Context: an optimization exercise on an open-source flow, tuned for small area, a short achievable clock period and few clock cycles. The choices shown serve that exercise and are no tape-out recipe.
In this exercise RTL edits were held to simulation tests only and were not proved equivalent to the original.
No activity file was given, so power comes from the tool's default toggle rates.

$ cat design/flow/config.mk
export PLATFORM = sky130hd
export DESIGN_NAME = kbpe_rx
export DESIGN_NICKNAME = kbpe_rx
export VERILOG_FILES = /design/flow/design.v
export SDC_FILE = /design/flow/constraint.sdc
export NUM_CORES = 4
export LEC_CHECK = 0
export CAP_MARGIN = 20
export CORE_MARGIN = 2
export CORE_UTILIZATION = 40
export CTS_CLUSTER_DIAMETER = 90
export CTS_CLUSTER_SIZE = 22
export SETUP_SLACK_MARGIN = 5
export SLEW_MARGIN = 20
export SYNTH_HIERARCHICAL = 1
$ cat design/flow/constraint.sdc
create_clock -name core_clock -period 10.0 [get_ports {clk}]
set_input_delay 2.0000 -clock core_clock [delete_from_list [all_inputs] [get_ports {clk}]]
set_output_delay 2.0000 -clock core_clock [all_outputs]
set_load 0.01 [all_outputs]
$ cat design/flow/design.v
module kbpe_rx #(
    parameter [10:0] RX_TIMEOUT = 11'd1024,   
    parameter [8:0]  MIN_FRAME_LEN = 9'd10
) (
    input             clk,
    input             rst,           
    input      [15:0] my_addr,
    input             in_valid,
    input      [7:0]  in_data,
    output reg        in_ready,
    output            frm_valid,
    output     [15:0] frm_src,
    output     [15:0] frm_dst,
    output     [7:0]  frm_type,
    output     [7:0]  frm_seq,
    output     [7:0]  frm_len,
    input      [7:0]  pl_addr,
    output     [7:0]  pl_data,
    input             frm_done,
    output reg        ev_valid,
    output reg [2:0]  ev_code,
    output reg [7:0]  last_seq
);
    localparam [2:0] EV_DELIVERED = 3'd0,
                     EV_OTHER     = 3'd1,
                     EV_TOO_SHORT = 3'd2,
                     EV_BAD_SUM   = 3'd3,
                     EV_ABORT     = 3'd4;
    localparam NP = 3;               
    reg        rx_act;               
    reg  [8:0] rem;                  
    reg  [2:0] hidx;                 
    reg [10:0] tmr;                  
    reg        rx_short;             
    reg [2047:0] ring;
    reg  [7:0] ntc;                  
    reg  [7:0] hbn;                  
    reg  [7:0] fq0, fq1, fq2, fq3;   
    reg  [2:0] fcnt;
    reg  [8:0] fslot;                
    reg  [7:0] wplace;               
    reg  [8:0] wptr;                 
    reg  [8:0] wbase;                
    reg        h_v;
    reg [15:0] h_src, h_dst;
    reg  [7:0] h_type, h_seq, h_len;
    reg  [8:0] h_base;               
    reg  [2:0] p_n;                  
    reg [15:0] p_src  [0:NP-1];
    reg  [1:0] p_dc   [0:NP-1];
    reg  [7:0] p_type [0:NP-1];
    reg  [7:0] p_seq  [0:NP-1];
    reg  [7:0] p_len  [0:NP-1];
    reg [15:0] acc;
    reg [15:0] r_src;
    reg  [7:0] r_type, r_seq, r_len;
    reg        lo_me, lo_ff, hi_me, hi_ff;    
    wire       nx_pay    = rx_act && (hidx == 3'd7) && (rem >= 9'd3);
    wire       nx_last   = rx_act && (rem == 9'd1);
    wire [8:0] used      = wptr - h_base;
    wire take = in_valid && in_ready;
    reg        s_v;
    reg  [7:0] s_d;
    reg  [2:0] s_hidx;               
    reg        s_sum;                
    reg        s_last;
    wire       sum_ok  = (acc[7:0] == 8'hFF) && (s_d == ~acc[15:8]);
    wire       d_me    = lo_me && hi_me;
    wire       d_all   = lo_ff && hi_ff;
    wire       d_grp   = lo_ff && hi_me;
    wire [1:0] r_dc    = d_me ? 2'd0 : d_all ? 2'd1 : 2'd2;
    wire       judge   = s_v && s_last;
    wire       deliver = judge && !rx_short && sum_ok && (d_me || d_all || d_grp);
    wire       abort   = rx_act && !take && !in_valid && (tmr >= RX_TIMEOUT);
    wire       flush   = abort || (judge && !deliver);
    wire       rel     = h_v && frm_done;
    reg        dlv;
    wire       h_from_p_1 = h_v && (p_n != 3'd0);   
    wire       h_from_r_1 = dlv && h_v && (p_n == 3'd0);
    wire       h_from_r_0 = dlv && !h_v;
    wire       h_from_p = rel && h_from_p_1;
    wire       h_from_r = rel ? h_from_r_1 : h_from_r_0;
    wire [8:0] h_base_nx = rel ? h_base + {1'b0, h_len} : h_v ? h_base : wbase;
    wire [7:0] hbn_rel  = h_base[7:0] + h_len + ntc;
    wire [7:0] hbn_keep = (h_v ? h_base[7:0] : wbase[7:0]) + ntc;
    wire [2:0] p_wr_1 = p_n - {2'd0, h_from_p_1};
    wire       h_v_nx_1 = h_from_p_1 || h_from_r_1;
    wire       h_v_nx_0 = h_from_r_0 || h_v;
    wire [2:0] p_n_nx_1 = p_n + {2'd0, dlv && !h_from_r_1} - {2'd0, h_from_p_1};
    wire [2:0] p_n_nx_0 = p_n + {2'd0, dlv && !h_from_r_0};
    wire       h_v_nx   = rel ? h_v_nx_1 : h_v_nx_0;
    wire [2:0] p_n_nx   = rel ? p_n_nx_1 : p_n_nx_0;
    wire       last_nx  = rx_act && (take ? (rem == 9'd2) : (rem == 9'd1 && !abort));
    wire       pay_nx   = rx_act && !abort &&
                          (take ? (hidx >= 3'd6 && rem >= 9'd4) : (hidx == 3'd7 && rem >= 9'd3));
    wire       rfull_nx = h_v_nx && (used[8] || used[7:0] == 8'hFF);
    wire       rdy_nx   = !(last_nx && p_n_nx == NP) && !(pay_nx && rfull_nx);
    function [15:0] dst_of(input [1:0] dc);
        dst_of = (dc == 2'd0) ? my_addr :
                 (dc == 2'd1) ? 16'hFFFF : {my_addr[15:8], 8'hFF};
    endfunction
    always @(posedge clk) begin
        if (rst) begin
            rx_act   <= 1'b0;
            rem      <= 9'd0;
            hidx     <= 3'd0;
            tmr      <= 11'd0;
            rx_short <= 1'b0;
            wptr     <= 9'd0;
            wbase    <= 9'd0;
            s_v      <= 1'b0;
            s_last   <= 1'b0;
            dlv      <= 1'b0;
            ntc      <= 8'hFF;
            fcnt     <= 3'd0;
            fslot    <= 9'd0;
            wplace   <= 8'hFF;
            ev_valid <= 1'b0;
            ev_code  <= 3'd0;
            last_seq <= 8'd0;
            h_v      <= 1'b0;
            p_n      <= 3'd0;
            in_ready <= 1'b1;
            h_base   <= 9'd0;
        end else begin
            s_v    <= take;
            s_d    <= in_data;
            s_hidx <= rx_act ? hidx : 3'd0;
            s_sum  <= (rem >= 9'd2) || !rx_act;
            s_last <= nx_last;
            ev_valid <= 1'b0;
            dlv      <= deliver;
            if (!rx_act) begin
                if (take) begin
                    rx_act   <= 1'b1;
                    rem      <= {1'b0, in_data} + 9'd2;
                    hidx     <= 3'd1;
                    tmr      <= 11'd1;
                    rx_short <= in_data < 8'd7;
                end
            end else begin
                if (tmr < RX_TIMEOUT)
                    tmr <= tmr + 11'd1;
                if (take) begin
                    rem <= rem - 9'd1;
                    if (hidx != 3'd7)
                        hidx <= hidx + 3'd1;
                    if (nx_pay)
                        wptr <= wptr + 9'd1;
                    if (nx_last)
                        rx_act <= 1'b0;
                end else if (abort) begin
                    rx_act   <= 1'b0;
                    wptr     <= wbase;
                    ev_valid <= 1'b1;
                    ev_code  <= EV_ABORT;
                end
            end
            if (judge) begin
                ev_valid <= 1'b1;
                if (rx_short) begin
                    ev_code <= EV_TOO_SHORT;
                end else if (!sum_ok) begin
                    ev_code <= EV_BAD_SUM;
                end else begin
                    if (!r_type[7])
                        last_seq <= r_seq;
                    ev_code <= deliver ? EV_DELIVERED : EV_OTHER;
                end
                if (!deliver)
                    wptr <= wbase;
            end
            if (dlv)
                wbase <= wptr;
            ntc  <= ntc - 8'd1;
            hbn  <= rel ? hbn_rel : hbn_keep;
            fcnt <= flush ? 3'd0 : fcnt + {2'd0, push} - {2'd0, pop};
            if (flush) begin
                fslot  <= wbase;
                wplace <= wbase[7:0] + ntc - 8'd1;
            end else if (pop) begin
                fslot  <= fslot + 9'd1;
            end else begin
                wplace <= wplace - 8'd1;
            end
            h_base <= h_base_nx;
            h_v      <= h_v_nx;
            p_n      <= p_n_nx;
            in_ready <= rdy_nx;
        end
    end
    always @(posedge clk)
        if (s_v) begin
            if (s_hidx == 3'd0)
                acc <= {8'd0, s_d};
            else if (s_sum)
                acc <= acc + {8'd0, s_d};
            case (s_hidx)
                3'd0: r_len       <= s_d - 8'd6;
                3'd1: r_src[7:0]  <= s_d;
                3'd2: r_src[15:8] <= s_d;
                3'd3: begin
                    lo_me <= (s_d == my_addr[7:0]);
                    lo_ff <= (s_d == 8'hFF);
                end
                3'd4: begin
                    hi_me <= (s_d == my_addr[15:8]);
                    hi_ff <= (s_d == 8'hFF);
                end
                3'd5: r_type      <= s_d;
                3'd6: r_seq       <= s_d;
                default: ;
            endcase
        end
    always @(posedge clk) begin
        if (h_from_p) begin
            h_src  <= p_src[0];
            h_dst  <= dst_of(p_dc[0]);
            h_type <= p_type[0];
            h_seq  <= p_seq[0];
            h_len  <= p_len[0];
        end else if (h_from_r) begin
            h_src  <= r_src;
            h_dst  <= dst_of(r_dc);
            h_type <= r_type;
            h_seq  <= r_seq;
            h_len  <= r_len;
        end
    end
    integer i;
    always @(posedge clk)
        for (i = 0; i < NP; i = i + 1)
            if (rel ? (dlv && !h_from_r_1 && p_wr_1 == i) : (dlv && !h_from_r_0 && p_n == i)) begin
                p_src[i]  <= r_src;
                p_dc[i]   <= r_dc;
                p_type[i] <= r_type;
                p_seq[i]  <= r_seq;
                p_len[i]  <= r_len;
            end else if (h_from_p && i + 1 < NP) begin
                p_src[i]  <= p_src[i + 1];
                p_dc[i]   <= p_dc[i + 1];
                p_type[i] <= p_type[i + 1];
                p_seq[i]  <= p_seq[i + 1];
                p_len[i]  <= p_len[i + 1];
            end
    wire       push   = take && nx_pay;
    wire       pop    = (fcnt != 3'd0) && (wplace[1:0] == 2'd0);
    wire [2:0] fpos   = fcnt - {2'd0, pop};
    always @(posedge clk) begin
        if (pop) begin
            fq0 <= fq1; fq1 <= fq2; fq2 <= fq3;
        end
        if (push) begin
            if (fpos == 3'd0) fq0 <= in_data;
            if (fpos == 3'd1) fq1 <= in_data;
            if (fpos == 3'd2) fq2 <= in_data;
            if (fpos == 3'd3) fq3 <= in_data;
        end
    end
    wire [2047:0] ring_nx;
    genvar p;
    generate
        for (p = 0; p < 256; p = p + 1) begin : g_ring
            if (p % 4 == 0) begin : g_port
                wire w  = pop && wplace[7:2] == p / 4;
                wire wn = !w;
                genvar k;
                for (k = 0; k < 8; k = k + 1) begin : g_b
                    kbpe_rx_ao22 u (.a(fq0[k]), .b(ring[8*((p + 1) % 256) + k]),
                                    .sa(w), .sb(wn), .y(ring_nx[8*p + k]));
                end
            end else begin : g_pass
                assign ring_nx[8*p +: 8] = ring[8*((p + 1) % 256) +: 8];
            end
        end
    endgenerate
    always @(posedge clk)
        ring <= ring_nx;
    wire [15:0] rlo, rhi_a, rhi_b, rlo_a, rlo_b;
    genvar q, bt;
    generate
        for (q = 0; q < 16; q = q + 1) begin : g_dec
            wire [3:0] klo = q[3:0] - hbn[3:0];
            wire [3:0] kha = q[3:0] - hbn[7:4];
            wire [3:0] khb = q[3:0] - hbn[7:4] - 4'd1;
            wire       brw = q[3:0] < hbn[3:0];
            assign rlo[q]   = (pl_addr[3:0] == klo);
            assign rhi_a[q] = (pl_addr[7:4] == kha);
            assign rhi_b[q] = (pl_addr[7:4] == khb);
            assign rlo_a[q] = rlo[q] & !brw;
            assign rlo_b[q] = rlo[q] & brw;
        end
    endgenerate
    wire [257:0] sel;
    reg  [47:0]  pl_part;
    generate
        for (q = 0; q < 256; q = q + 1) begin : g_sel
            assign sel[q] = (rhi_a[q / 16] & rlo_a[q % 16]) | (rhi_b[q / 16] & rlo_b[q % 16]);
        end
        assign sel[257:256] = 2'b00;
        for (bt = 0; bt < 8; bt = bt + 1) begin : g_bit
            wire [85:0] t;
            wire [257:0] d;
            for (q = 0; q < 256; q = q + 1) begin : g_d
                assign d[q] = ring[8*q + bt];
            end
            assign d[257:256] = 2'b00;
            for (q = 0; q < 86; q = q + 1) begin : g_aoi
                kbpe_rx_aoi3 u (.d(d[3*q +: 3]), .s(sel[3*q +: 3]), .y(t[q]));
            end
            wire [21:0] u1;
            wire [87:0] tp = {2'b11, t};
            for (q = 0; q < 22; q = q + 1) begin : g_l1
                kbpe_rx_nand4 u (.a(tp[4*q +: 4]), .y(u1[q]));
            end
            wire [5:0] u2;
            wire [23:0] u1p = {2'b00, u1};
            for (q = 0; q < 6; q = q + 1) begin : g_l2
                kbpe_rx_nor4 u (.a(u1p[4*q +: 4]), .y(u2[q]));
            end
            always @(posedge clk)
                pl_part[6*bt +: 6] <= u2;
            assign pl_data[bt] = ~&pl_part[6*bt +: 6];
        end
    endgenerate
    assign frm_valid = h_v;
    assign frm_src   = h_src;
    assign frm_dst   = h_dst;
    assign frm_type  = h_type;
    assign frm_seq   = h_seq;
    assign frm_len   = h_len;
endmodule
module kbpe_rx_aoi3 (
    input  [2:0] d,
    input  [2:0] s,
    output       y
);
    assign y = ~|(d & s);
endmodule
module kbpe_rx_nand4 (
    input  [3:0] a,
    output       y
);
    assign y = ~&a;
endmodule
module kbpe_rx_nor4 (
    input  [3:0] a,
    output       y
);
    assign y = ~|a;
endmodule
module kbpe_rx_ao22 (
    input  a,
    input  b,
    input  sa,
    input  sb,
    output y
);
    assign y = (a & sa) | (b & sb);
endmodule
$ cat design/flow/flow/run.sh
#!/bin/bash
set -euo pipefail
bash standard.sh SETUP_SLACK_MARGIN=6.5 finish > standard.log 2>&1
$ cat design/flow/standard.sh
#!/bin/bash
# synth_recipe.tcl (not shown) runs the flow's synth.tcl, then flattens the netlist and writes it again
# the make line also repeats each setting of config.mk as NAME=value (left out here)
make -C /OpenROAD-flow-scripts/flow DESIGN_CONFIG=/design/flow/config.mk WORK_HOME=/design/flow/orfs CLKGATE_MAP_FILE= SYNTH_SCRIPT=/design/flow/synth_recipe.tcl "${@:-finish}"
==> notes.md <==
critical path arrival=4.65 ns; combinational power share=about 4.0%; PwrDens=roughly 170 nW/um^2; First-pass DRT Iterations=14; Clock power frac=between 30% and 40%; worst vdd ir=0.000199 V; post-synthesis simple-gate area fraction=7.41%; Netlist cell types=79; CP startpoint kind=primary input; most frequent CP cell=buf_12; Worst-path clk slew=about 0.090 ns; Antenna Violating Nets Remaining=0; Final Skew=around 0.037 ns; Worst Path Required=10.73 ns; Total Routing Usage GR=24.8%; final non-filler cell area=94,900 um^2; DR iter-0 viols=between 8,000 and 9,000; number of global-route vias before repair=55,900; antenna violations before repair=13; clock latency on the worst-skew pair=0.84 ns; HPWL Detailed=~170,000 um; first-pass GRT wire length=374,000 um; worst-margin pin slew=about 1.2 ns; CP Cell Sequence=buf_12, buf_12, xnor2_4, buf_12, xnor2_4, nand3b_1, buf_4, buf_8, buf_12, o22ai_4, a222oi_1, nand4_1, nor4_2; CTS tree=built; DR WL/cell=~28 um; final non-filler cell total=9,291; Die Width=448 um; total CTS buffers=134; gr ovfl total=0; final setup vio count=0; # nets final=6,766; leading area contributor after synthesis=dfxtp_1; final hold violations=0; worst-case clock buffer depth=3; max-cap viol count=0; period utilisation layout=between 30% and 40%; Adder-Cell Fraction of Synth Area=1.91%; top post-synthesis cells by area=dfxtp_1 (56%), edfxtp_1 (10%), a222oi_1 (8.7%); dpl cells=around 8,800; Die Ht=448 um; critical path fanouts, max=7; sequential-to-total area share from yosys stat=around two thirds; Cell Area, Synth=78,700 um^2; Mean Syn Cell Area=roughly 13 um^2; power share of the sequential group=between 60 and 70%; pre-CTS WS=3.72 ns; Final min period=3.93 ns; max-slew violations=0; post-placement cell area=~84,000 um^2; Post-Syn Instances=around 6,100; Net Switching=3.68 mW; final setup margin=6.07 ns; CTS H-Tree Depth=4; Via density=6.15; port bufs=113; area grow syn2layout=20.5%; max incr delay on CP=0.50 ns; initial core utilization=between 40% and 50%; outcome=complete, no violations; final WL=about 260,000 um; Synth Area in XOR/XNOR=1.90%; Slowest cell on crit path=a222oi_1; critical path capture point type=register; max_slew headroom=22.5%; Yosys reg bits=roughly 2,500; unrepaired setup endpoints after global routing=true; final core utilization=48.6%; Boundary Pins=114; Yosys Warn Count=12; worst hold path type=reg2reg; number of synthesized flops with an enable pin=270; CORE AREA=approximately 200,000 um^2; Max Freq=approximately 250 MHz; mux cell area share after synthesis=2.60%; largest net degree at the start of global routing=71; setup TNS=0 ns; std cell rows=about 160; Final Wtd Congestion=0.950; P_int=roughly 13 mW; largest family of logic cells by synthesized area=compound AO/OA/AOI/OAI gates; clock sink count=2,481; leakage=around 34 nW; DRC violation count after routing=0; Sw Ratio=22.2%; die area=200,000 um^2; ys flop type=dfxtp_1; FFs w/ async S/R, synth=0%; Synth top area share=a little under three fifths; Synth Area in Compound Gates=a little under a fifth; Setup Crit Path Kind=in2reg; layout cell share with drive strength beyond 1=between 20 and 25%; DR vias=between 50,000 and 60,000; CTS root buf=clkbuf_16
## modules after synthesis (local to each module, per instance)
module	flops+latches	cells inside	times used	cell area, um^2
kbpe_rx_nand4	0	1	176	6.26
kbpe_rx_aoi3	0	1	688	10.0
kbpe_rx_ao22	0	1	512	8.76
kbpe_rx_nor4	0	1	48	12.5
kbpe_rx	2481	4639	1	65700
## repair_timing
action	in CTS	in global routing
cloned	3	4
pin swaps	277	189
buffers inserted	224	90
gates resized for setup	1023	153
endpoints found under the setup margin	448	226
endpoints found under the hold margin	0	0
hold buffers	0	0
## cell usage after synthesis, types with 16 or more instances
master       n
and2_1      16
a222oi_1   688
nor4_2      50
o21ai_0     50
nand4_1    198
xnor2_1    101
ha_1        96
nand3_1     57
nor2b_1     18
and3_1      18
nand2b_1    27
nand2_1    251
o22ai_1    118
a21oi_1    218
buf_2       47
edfxtp_1   270
mux2i_1     56
xor2_1      48
mux2_2     132
inv_1      147
dfxtp_1   2211
a22o_1     513
nor2_1     367
clkbuf_1    77
nor3_1      69
## power groups by stage
stage               Combinational [mW]  Sequential (mW)  Clock (mW)
floorplan                        0.265             10.3           0
global placement                 0.401             10.3           0
detailed placement               0.406             10.3           0
CTS                              0.576             10.1        5.91
global route                     0.685             10.1        6.28
finish                           0.660             10.1        5.81
## stage by stage
step | power, mW | hold WS (ns)
final | 16.5 | 0.335
after detailed placement | 10.7 | 0.334
after global routing | 17.0 | 0.334
after CTS | 16.6 | 0.336
after floorplan | 10.6 | 0.330
after global placement | 10.7 | 0.332
## cells by family (layout without fill, tap and decap cells)
logic type / after synthesis / count (layout)
other: 2 / 73
XOR/XNOR: 158 / 158
multiplexers: 188 / 188
AND/OR/NAND/NOR: 1142 / 1145
buffers and inverters: 291 / 821
flip-flops: 2481 / 2481
AO/OA/AOI/OAI: 1690 / 1690
adder cells (fa/ha/maj): 111 / 111
## worst max-delay path: cells and delay by family
| family | cells | cell delay [ns] |
|---|---|---|
| compound gates | 2 | 0.65 |
| xor+xnor | 2 | 0.39 |
| buf+inv | 6 | 0.87 |
| simple gates | 3 | 0.72 |
## cells in the final DEF, fill, tap and decap left out, drive strengths merged, types with 10 or more instances in the layout
cell type	synthesis	final
nand2b	27	28
a21oi	220	220
clkinv	2	13
mux2	132	132
clkbuf	77	153
dfxtp	2211	2211
and2	17	17
nand4	198	198
a22o	513	513
nor4	60	60
and3	18	18
or2	11	11
clkdlybuf4s50	0	24
clkdlybuf4s15	0	18
edfxtp	270	270
a211oi	14	14
nor3	72	72
o22ai	118	118
a22oi	10	10
nor2b	18	18
conb	2	64
fa	15	15
mux2i	56	56
a222oi	688	688
inv	147	152
xnor2	102	102
nand2	252	253
buf	65	448
o21ai	59	59
nor2	372	373
nand3	59	59
ha	96	96
xor2	51	51
## routing by layer
layer,GRT usage [%],share of wire [%],wire [um]
met1,32.5,40,105000
met2,38.3,44,115000
met3,6.71,10,25800
met4,11.3,5.2,13400
met5,0,0.084,218
## cell type report
| type | count | area (um^2) |
|---|---|---|
| tap | 2624 | 3280 |
| sequential | 2481 | 52500 |
| clock buffer | 150 | 3440 |
| clock inverter | 25 | 383 |
| fill | 16700 | 100000 |
| inverter | 149 | 586 |
| timing repair buffer | 497 | 5090 |
| antenna | 9 | 22.5 |
| multi-input combinational | 3356 | 29600 |
## final timing paths
kind,startpoint,to,slack (ns),cells past startpoint
worst max-delay path,pl_addr[7],pl_part[2],6.07,13
worst min-delay path,ring[1238],ring[1230],0.34,0
worst max register to register,hbn[2],pl_part[12],6.19,12
worst min register to register,ring[1238],ring[1230],0.34,0
## sequential cells by signal, summed over array words and instances, names as in the netlist, 16 cells and up
name     cells
p_src       48
p_seq       24
h_dst       16
ring      2048
pl_part     48
r_src       16
p_type      24
acc         16
p_len       24
h_src       16
Testbench counts, summed over its fixed seeds: cycles 14,224.

port drivers added, routing unchanged:
In the flow no input, the clock included, has a driving cell. The finished layout below was timed again as built, in two steps. Step 1 assumes that a clkbuf_16 drives the clock port and a buf_2 every other input. Step 2 moves the port delays by t, midway between the first and last clock arrival at a register: inputs arrive t later, outputs are due t later. That takes back most of the time a late clock gives input paths. Slacks: ideal / step 1 / step 2; pairs: ideal / step 1.
shift t [ns]: 0.913
setup slack, ns: 6.074 / 6.079 / 5.205
hold WS [ns]: 0.335 / 0.335 / 0.335
slew at the worst register clock pin (ns): 0.10 / 0.10
worst slew at a driven data input, ns: 0.18
After both steps setup and hold are still met in this run. The setup slack of this run moves by +0.005 ns with the drivers and by -0.869 ns with both steps.
